Context: an optimization exercise on an open-source flow, tuned for small area, a short achievable clock period and few clock cycles. The choices shown serve that exercise and are no tape-out recipe.
In this exercise RTL edits were held to simulation tests only and were not proved equivalent to the original.
Power figures rest on the tool's default switching activity, not on a simulated workload.

==> 03-24 <==
==> flow/design.v <==
module rfbi_timing_solver (
    input  wire         clk,
    input  wire         rst,
    input  wire         cmd_valid,
    output wire         cmd_ready,
    input  wire         cmd_op,
    input  wire [31:0]  cmd_rate_khz,
    input  wire [319:0] cmd_req,
    output reg          done,
    output reg          res_ok,
    output reg          res_gran,
    output reg  [31:0]  res_word_a,
    output reg  [31:0]  res_word_b,
    output wire [329:0] res_rounded,
    output wire [31:0]  period_ps
);
    localparam [31:0] PS_PER_KHZ = 32'd1000000000;
    reg         idle;                   
    reg         step;                   
    reg         fin;                    
    reg         rnd;                    
    reg         s3p;                    
    reg         sstep;                  
    reg         ready;                  
    reg  [4:0]  cnt;
    reg  [29:0] per;                    
    assign cmd_ready = ready;
    assign period_ps = {2'b00, per};
    reg  [4:0]  blen;
    integer b;
    always @(*) begin
        blen = 5'd0;
        for (b = 0; b < 30; b = b + 1)
            if (per[b]) blen = b[4:0] + 5'd1;
    end
    wire [5:0]  sodd    = 6'd31 - {1'b0, blen};
    wire [5:0]  sbits   = sodd + {5'd0, sodd[0]};
    wire [29:0] set_rem = PS_PER_KHZ >> sbits;
    wire [1:0]  set_bits = {PS_PER_KHZ[{cnt[3:0], 1'b1}],
                            PS_PER_KHZ[{cnt[3:0], 1'b0}]};
    function [33:0] bk_add;
        input [32:0] x, y;
        input        cin;
        reg   [32:0] p, g, pp, gg;
        integer      i, j;
        begin
            p  = x ^ y;
            g  = x & y;
            pp = p;
            gg = g;
            gg[0] = g[0] | (p[0] & cin);
            for (i = 1; i <= 6; i = i + 1)
                for (j = 2**i - 1; j < 33; j = j + 2**i) begin
                    gg[j] = gg[j] | (pp[j] & gg[j - 2**(i-1)]);
                    pp[j] = pp[j] & pp[j - 2**(i-1)];
                end
            for (i = 6; i > 0; i = i - 1)
                for (j = 2**i + 2**(i-1) - 1; j < 33; j = j + 2**i) begin
                    gg[j] = gg[j] | (pp[j] & gg[j - 2**(i-1)]);
                    pp[j] = pp[j] & pp[j - 2**(i-1)];
                end
            bk_add = {gg[32], p ^ {gg[31:0], cin}};
        end
    endfunction
    reg  [30:0] rem  [0:9];             
    reg  [6:0]  lo   [0:9];             
    reg  [32:0] acc  [0:9];             
    reg  [1:0]  kq   [0:9];             
    wire [9:0]  fit1, fit2;
    wire        div2 = ~&fit1;
    wire [2:0]  sge;                    
    wire [31:0] sres [0:2];             
    wire [31:0] c4   = {rem[0][29:0], set_bits};
    wire [1:0]  sdig = sge[2] ? 2'd3 : sge[1] ? 2'd2 : sge[0] ? 2'd1 : 2'd0;
    genvar g;
    generate
        for (g = 0; g < 10; g = g + 1) begin : g_eng
            wire [31:0] req  = cmd_req[32*g +: 32];
            wire        nz   = |rem[g];
            wire [6:0]  q    = lo[g];
            wire [7:0]  t1   = {1'b0, q} + {7'd0, nz};
            wire [7:0]  t1p  = t1 + 8'd1;
            if (g == 0 || g == 2 || g == 5) begin : g_on
                assign fit1[g] = t1 <= 8'd15;
                assign fit2[g] = t1 <= 8'd30;
            end else begin : g_off
                assign fit1[g] = t1 <= 8'd63;
                assign fit2[g] = t1 <= 8'd126;
            end
            wire [1:0]  kk   = div2 ? {nz & ~q[0], q[0]} : {1'b0, nz};
            wire [5:0]  tsel = div2 ? t1p[6:1] : t1[5:0];
            wire        sg   = (g < 3) && sstep;
            wire [31:0] cand = idle ? {6'd0, req[31:6]}
                             : sg ? c4 : {rem[g], lo[g][6]};
            wire [32:0] opx  = (fin | rnd) ? acc[g]
                             : (g == 3 && s3p) ? {3'b000, per}
                             : {1'b0, cand};
            wire [32:0] mulp = (g == 1) ? ~{2'b00, per, 1'b0}
                             : (g == 2) ? ~acc[3] : ~{3'b000, per};
            wire [32:0] opy  = rnd ? (kq[g][1] ? {2'b00, per, 1'b0}
                                    : kq[g][0] ? {3'b000, per} : 33'd0)
                             : (g == 3 && s3p) ? {2'b00, per, 1'b0}
                             : fin ? ~{2'b00, rem[g]}
                             : sg ? mulp : ~{3'b000, per};
            wire [33:0] res  = bk_add(opx, opy, ~(rnd | (g == 3 && s3p)));
            wire        ge   = res[33];               
            if (g < 3) begin : g_s
                assign sge[g]  = ge;
                assign sres[g] = res[31:0];
            end
            always @(posedge clk) begin
                kq[g] <= kk;
                if (g == 0 && s3p)
                    rem[g] <= {1'b0, set_rem};
                else if (g == 0 && sstep)
                    rem[g] <= sge[2] ? sres[2][30:0] : sge[1] ? sres[1][30:0]
                            : sge[0] ? sres[0][30:0] : c4[30:0];
                else
                    rem[g] <= ge ? res[30:0] : cand[30:0];
                if (idle)
                    lo[g] <= {req[5:0], ge};
                else if (fin)
                    lo[g] <= {1'b0, tsel};
                else
                    lo[g] <= {lo[g][5:0], ge};
                if (idle)
                    acc[g] <= {1'b0, req};
                else if (g == 0 && s3p)
                    acc[g] <= 33'd0;
                else if (fin | rnd | (g == 3 && s3p))
                    acc[g] <= res[32:0];
                else if (g == 0 && sstep)
                    acc[g] <= {acc[g][30:0], sdig};
            end
            assign res_rounded[33*g +: 33] = acc[g];
        end
    endgenerate
    function [5:0] maxn;
        input [35:0] v;
        input integer n;
        reg   [5:0]  r;
        reg          win;
        integer      i, j;
        begin
            r = 6'd0;
            for (i = 0; i < n; i = i + 1) begin
                win = 1'b1;
                for (j = 0; j < n; j = j + 1)
                    if (j < i)      win = win & (v[6*i +: 6] >  v[6*j +: 6]);
                    else if (j > i) win = win & (v[6*i +: 6] >= v[6*j +: 6]);
                r = r | ({6{win}} & v[6*i +: 6]);
            end
            maxn = r;
        end
    endfunction
    wire [5:0] cs_on  = lo[0][5:0];
    wire [5:0] we_on  = lo[2][5:0];
    wire [5:0] re_on  = lo[5][5:0];
    wire [5:0] cs_on1 = cs_on + 6'd1;
    wire [5:0] we_on1 = we_on + 6'd1;
    wire [5:0] re_on1 = re_on + 6'd1;
    wire [5:0] we_off = maxn({24'd0, lo[3][5:0], we_on1}, 2);
    wire [5:0] re_off = maxn({24'd0, lo[6][5:0], re_on1}, 2);
    wire [5:0] cs_off = maxn({lo[1][5:0], cs_on1, lo[3][5:0], we_on1,
                              lo[6][5:0], re_on1}, 6);
    wire [5:0] access   = maxn({24'd0, lo[8][5:0], re_on1}, 2);
    wire [5:0] we_cycle = maxn({18'd0, lo[4][5:0], lo[3][5:0], we_on1}, 3);
    wire [5:0] re_cycle = maxn({18'd0, lo[7][5:0], lo[6][5:0], re_on1}, 3);
    wire [5:0] cs_pulse = lo[9][5:0];
    wire accept = idle & cmd_valid;
    wire last   = (cnt == 5'd0);
    always @(posedge clk) begin
        if (rst) begin
            idle  <= 1'b1;
            ready <= 1'b1;
            step  <= 1'b0;
            fin   <= 1'b0;
            rnd   <= 1'b0;
            s3p   <= 1'b0;
            sstep <= 1'b0;
            done  <= 1'b0;
        end else begin
            idle  <= (idle & ~cmd_valid) | rnd | (sstep & last);
            ready <= (idle & ~cmd_valid) | rnd | (sstep & last);
            step  <= (accept & cmd_op) | (step & ~last);
            fin   <= step & last;
            rnd   <= fin;
            s3p   <= accept & ~cmd_op;
            sstep <= s3p | (sstep & ~last);
            done  <= rnd | (sstep & last);
        end
    end
    always @(posedge clk) begin
        if (idle)
            cnt <= 5'd5;
        else if (s3p)
            cnt <= {1'b0, sbits[4:1]} - 5'd1;
        else
            cnt <= cnt - 5'd1;
    end
    always @(posedge clk) begin
        if (accept && !cmd_op)
            per <= cmd_rate_khz[29:0];
        else if (sstep && last)
            per <= {acc[0][27:0], sdig};
    end
    always @(posedge clk) begin
        if (fin) begin
            res_ok   <= &fit2;
            res_gran <= div2;
        end
        res_word_a <= {2'b00, re_off, re_on[3:0], we_off, we_on[3:0],
                       cs_off, cs_on[3:0]};
        res_word_b <= {4'b0000, access, 4'b0000, cs_pulse, re_cycle,
                       we_cycle};
    end
endmodule
==> flow/run.sh <==
#!/bin/bash
# synth_recipe.tcl (not shown) runs the flow's synth.tcl, then flattens the netlist and writes it again
# the make line also repeats each setting of config.mk as NAME=value (left out here)
make -C /OpenROAD-flow-scripts/flow DESIGN_CONFIG=/design/flow/config.mk WORK_HOME=/design/flow/orfs CLKGATE_MAP_FILE= SYNTH_SCRIPT=/design/flow/synth_recipe.tcl finish
==> flow/config.mk <==
export PLATFORM = sky130hd
export DESIGN_NAME = rfbi_timing_solver
export DESIGN_NICKNAME = rfbi_timing_solver
export VERILOG_FILES = /design/flow/design.v
export SDC_FILE = /design/flow/constraint.sdc
export NUM_CORES = 4
export LEC_CHECK = 0
export CAP_MARGIN = 20
export CORE_MARGIN = 2
export CORE_UTILIZATION = 40
export CTS_BUF_LIST = sky130_fd_sc_hd__clkbuf_8
export PLACE_DENSITY = 0.6
export SETUP_SLACK_MARGIN = 5
export SLEW_MARGIN = 20
export TNS_END_PERCENT = 20
==> flow/constraint.sdc <==
create_clock -name core_clock -period 11.0 [get_ports {clk}]
set_input_delay 2.2000 -clock core_clock [delete_from_list [all_inputs] [get_ports {clk}]]
set_output_delay 2.2000 -clock core_clock [all_outputs]
set_load 0.01 [all_outputs]
==> inputs of 07-05, as changes to 03-24 <==
--- a/flow/design.v
+++ b/flow/design.v
@@ -21,3 +21,2 @@
     reg         rnd;                    
-    reg         s3p;                    
     reg         sstep;                  
@@ -33,9 +32,7 @@
         for (b = 0; b < 30; b = b + 1)
-            if (per[b]) blen = b[4:0] + 5'd1;
+            if (cmd_rate_khz[b]) blen = b[4:0] + 5'd1;
     end
-    wire [5:0]  sodd    = 6'd31 - {1'b0, blen};
-    wire [5:0]  sbits   = sodd + {5'd0, sodd[0]};
+    wire [4:0]  sbits   = 5'd31 - blen;           
     wire [29:0] set_rem = PS_PER_KHZ >> sbits;
-    wire [1:0]  set_bits = {PS_PER_KHZ[{cnt[3:0], 1'b1}],
-                            PS_PER_KHZ[{cnt[3:0], 1'b0}]};
+    wire        set_bit = PS_PER_KHZ[cnt];
     function [33:0] bk_add;
@@ -70,6 +67,3 @@
     wire        div2 = ~&fit1;
-    wire [2:0]  sge;                    
-    wire [31:0] sres [0:2];             
-    wire [31:0] c4   = {rem[0][29:0], set_bits};
-    wire [1:0]  sdig = sge[2] ? 2'd3 : sge[1] ? 2'd2 : sge[0] ? 2'd1 : 2'd0;
+    wire        ge0;
     genvar g;
@@ -78,2 +72,3 @@
             wire [31:0] req  = cmd_req[32*g +: 32];
+            wire        set0 = (g == 0) && sstep;
             wire        nz   = |rem[g];
@@ -91,20 +86,12 @@
             wire [5:0]  tsel = div2 ? t1p[6:1] : t1[5:0];
-            wire        sg   = (g < 3) && sstep;
             wire [31:0] cand = idle ? {6'd0, req[31:6]}
-                             : sg ? c4 : {rem[g], lo[g][6]};
-            wire [32:0] opx  = (fin | rnd) ? acc[g]
-                             : (g == 3 && s3p) ? {3'b000, per}
-                             : {1'b0, cand};
-            wire [32:0] mulp = (g == 1) ? ~{2'b00, per, 1'b0}
-                             : (g == 2) ? ~acc[3] : ~{3'b000, per};
+                                    : {rem[g], set0 ? set_bit : lo[g][6]};
+            wire [32:0] opx  = (fin | rnd) ? acc[g] : {1'b0, cand};
             wire [32:0] opy  = rnd ? (kq[g][1] ? {2'b00, per, 1'b0}
                                     : kq[g][0] ? {3'b000, per} : 33'd0)
-                             : (g == 3 && s3p) ? {2'b00, per, 1'b0}
-                             : fin ? ~{2'b00, rem[g]}
-                             : sg ? mulp : ~{3'b000, per};
-            wire [33:0] res  = bk_add(opx, opy, ~(rnd | (g == 3 && s3p)));
+                             : fin ? ~{2'b00, rem[g]} : ~{3'b000, per};
+            wire [33:0] res  = bk_add(opx, opy, ~rnd);
             wire        ge   = res[33];               
-            if (g < 3) begin : g_s
-                assign sge[g]  = ge;
-                assign sres[g] = res[31:0];
+            if (g == 0) begin : g_ge
+                assign ge0 = ge;
             end
@@ -112,9 +99,4 @@
                 kq[g] <= kk;
-                if (g == 0 && s3p)
-                    rem[g] <= {1'b0, set_rem};
-                else if (g == 0 && sstep)
-                    rem[g] <= sge[2] ? sres[2][30:0] : sge[1] ? sres[1][30:0]
-                            : sge[0] ? sres[0][30:0] : c4[30:0];
-                else
-                    rem[g] <= ge ? res[30:0] : cand[30:0];
+                rem[g] <= (g == 0 && idle && !cmd_op) ? {1'b0, set_rem}
+                        : ge ? res[30:0] : cand[30:0];
                 if (idle)
@@ -126,9 +108,7 @@
                 if (idle)
-                    acc[g] <= {1'b0, req};
-                else if (g == 0 && s3p)
-                    acc[g] <= 33'd0;
-                else if (fin | rnd | (g == 3 && s3p))
+                    acc[g] <= (g == 0 && !cmd_op) ? 33'd0 : {1'b0, req};
+                else if (fin | rnd)
                     acc[g] <= res[32:0];
-                else if (g == 0 && sstep)
-                    acc[g] <= {acc[g][30:0], sdig};
+                else if (set0)
+                    acc[g] <= {acc[g][31:0], ge};
             end
@@ -178,3 +158,2 @@
             rnd   <= 1'b0;
-            s3p   <= 1'b0;
             sstep <= 1'b0;
@@ -187,4 +166,3 @@
             rnd   <= fin;
-            s3p   <= accept & ~cmd_op;
-            sstep <= s3p | (sstep & ~last);
+            sstep <= (accept & ~cmd_op) | (sstep & ~last);
             done  <= rnd | (sstep & last);
@@ -194,5 +172,3 @@
         if (idle)
-            cnt <= 5'd5;
-        else if (s3p)
-            cnt <= {1'b0, sbits[4:1]} - 5'd1;
+            cnt <= cmd_op ? 5'd5 : sbits - 5'd1;
         else
@@ -204,3 +180,3 @@
         else if (sstep && last)
-            per <= {acc[0][27:0], sdig};
+            per <= {acc[0][28:0], ge0};
     end
- CORE_UTILIZATION: 40 -> 55
- CTS_BUF_LIST: sky130_fd_sc_hd__clkbuf_8 -> default
- PLACE_DENSITY: 0.6 -> 0.65
- TNS_END_PERCENT: 20 -> default
==> qor summary <==
Result of the run: 07-05 no timing/DRC/antenna violations; 03-24 no timing/DRC/antenna violations
Post-synthesis register bit count: 07-05 827; 03-24 828
Area share of and/or/nand/nor cells after synthesis: 07-05 15.20%; 03-24 15.77%
Non-clock buffers, area share: 07-05 12.90%; 03-24 12.47%
Global-route wire length before repair: 07-05 431200 um; 03-24 504700 um
Filler instances: 07-05 9579; 03-24 16420
Comb pwr share: 07-05 46.1%; 03-24 47.7%
Utilization after layout: 07-05 68.20%; 03-24 49.11%
Setup fix buffers added after clock tree synthesis: 07-05 58; 03-24 33
GR Layer Usage met2: 07-05 67.44%; 03-24 61.63%
Multi-input combinational cell count: 07-05 6065; 03-24 6452
Initial antenna violation count: 07-05 35; 03-24 26
Total design power: 07-05 0.01619 W; 03-24 0.01676 W
WHS Endpoint: 07-05 res_word_b[12]$_DFF_P_; 03-24 res_word_b[13]$_DFF_P_
Startpoint of the lowest-slack register-to-register path: 07-05 rnd$_SDFF_PP0_; 03-24 per[21]$_DFFE_PP_
Number of gates given a new drive strength after cts: 07-05 132; 03-24 128
Reg2Reg Capture Point: 07-05 rem[6][9]$_DFF_P_; 03-24 acc[0][0]$_DFFE_PP_
Fmax: 07-05 0.1661 GHz; 03-24 0.1638 GHz
Core region area: 07-05 0.1165 mm^2; 03-24 0.1691 mm^2
Highest net fanout along the worst path: 07-05 3; 03-24 24
Number of rows in the core area: 07-05 125; 03-24 151
Share of the cycle needed by the critical path after routing: 07-05 54.73%; 03-24 55.50%
Detailed Routing Iterations Pass 1: 07-05 14; 03-24 8
Share of final-layout standard cells stronger than drive strength 1: 07-05 9.053%; 03-24 9.363%
Testbench counts of 03-24, summed over its fixed seeds: cycles 4,775.
Testbench counts of 07-05, summed over its fixed seeds: cycles 5,046.

* * *

==> run R <==
// rfbi_timing_solver: RTL as listed in full above, without the edits since
make LEC_CHECK=0 CAP_MARGIN=20 CORE_MARGIN=2 CORE_UTILIZATION=55 PLACE_DENSITY=0.65 SETUP_SLACK_MARGIN=5 SLEW_MARGIN=20 finish   # period 11.0 ns
run.sh (not shown) runs the stock make flow with config.mk's settings and CLKGATE_MAP_FILE= SYNTH_SCRIPT=/design/flow/synth_recipe.tcl, a recipe that flattens the netlist after the stock synthesis.
==> inputs of run K, as changes to run R <==
Settings changed: CORE_UTILIZATION 55 to 40, PLACE_DENSITY 0.65 to 0.6, TNS_END_PERCENT set to 20.
==> comparison table <==
                                                                run R           run K
Result of the run                                      finished clean  finished clean
Register share of total power                                   0.317           0.310
Detailed-route wire length per cell                           32.4 µm         32.4 µm
Final Core Density                                              0.677           0.500
Clock buffer cells                                                135             161
Minimum clock period                                          6.08 ns         6.05 ns
Placement row count                                               129             151
Global placer's final weighted congestion                        1.09            1.03
Via count of the first global-routing pass                      69.1k           68.7k
Worst Tran Pin Value                                          1.33 ns         1.20 ns
Proportion of cell area occupied by multi-input gates           0.540           0.535
# resized after CTS                                               187             243
Number of tap cells added at floorplan                           1637            2218
Worst path depth                                                   21              22
Register-to-register path setup slack                         5.01 ns         5.04 ns
Fraction of power consumed by combinational cells               0.484           0.480
Testbench counts of run R, summed over its fixed seeds: cycles 4,775.
Testbench counts of run K, summed over its fixed seeds: cycles 4,775.

-- re-timing with driven ports --
Ports are ideal in the flow. The routed layouts listed here were re-timed in OpenROAD.
Step 1 (the two cells are an assumption about what drives the block):
set clk [get_ports {clk}]
set_driving_cell -lib_cell sky130_fd_sc_hd__clkbuf_16 $clk
set_driving_cell -lib_cell sky130_fd_sc_hd__buf_2 [delete_from_list [all_inputs] $clk]
Step 2 adds t to the input delays and takes it off the output delays; t is the mean of the earliest and latest rising clock arrival at the registers after step 1. Input paths then give back, and output paths get back, about the clock's delay inside the block.
Three values: ideal, step 1, step 2; two values: the first two.
run	t (ns)	setup WS [ns]	clock arrival spread, ns
03-24	1.010	4.895 / 4.895 / 4.069	0.069 / 0.069
07-05	0.790	4.980 / 5.029 / 4.239	0.040 / 0.039
run R	0.812	4.921 / 4.979 / 4.167	0.031 / 0.031
run K	0.850	4.948 / 5.021 / 4.171	0.056 / 0.056
After both steps setup and hold are still met in every run listed. The setup slack of 03-24, which loses most, moves by 0.000 ns with the drivers and by -0.826 ns with both steps.
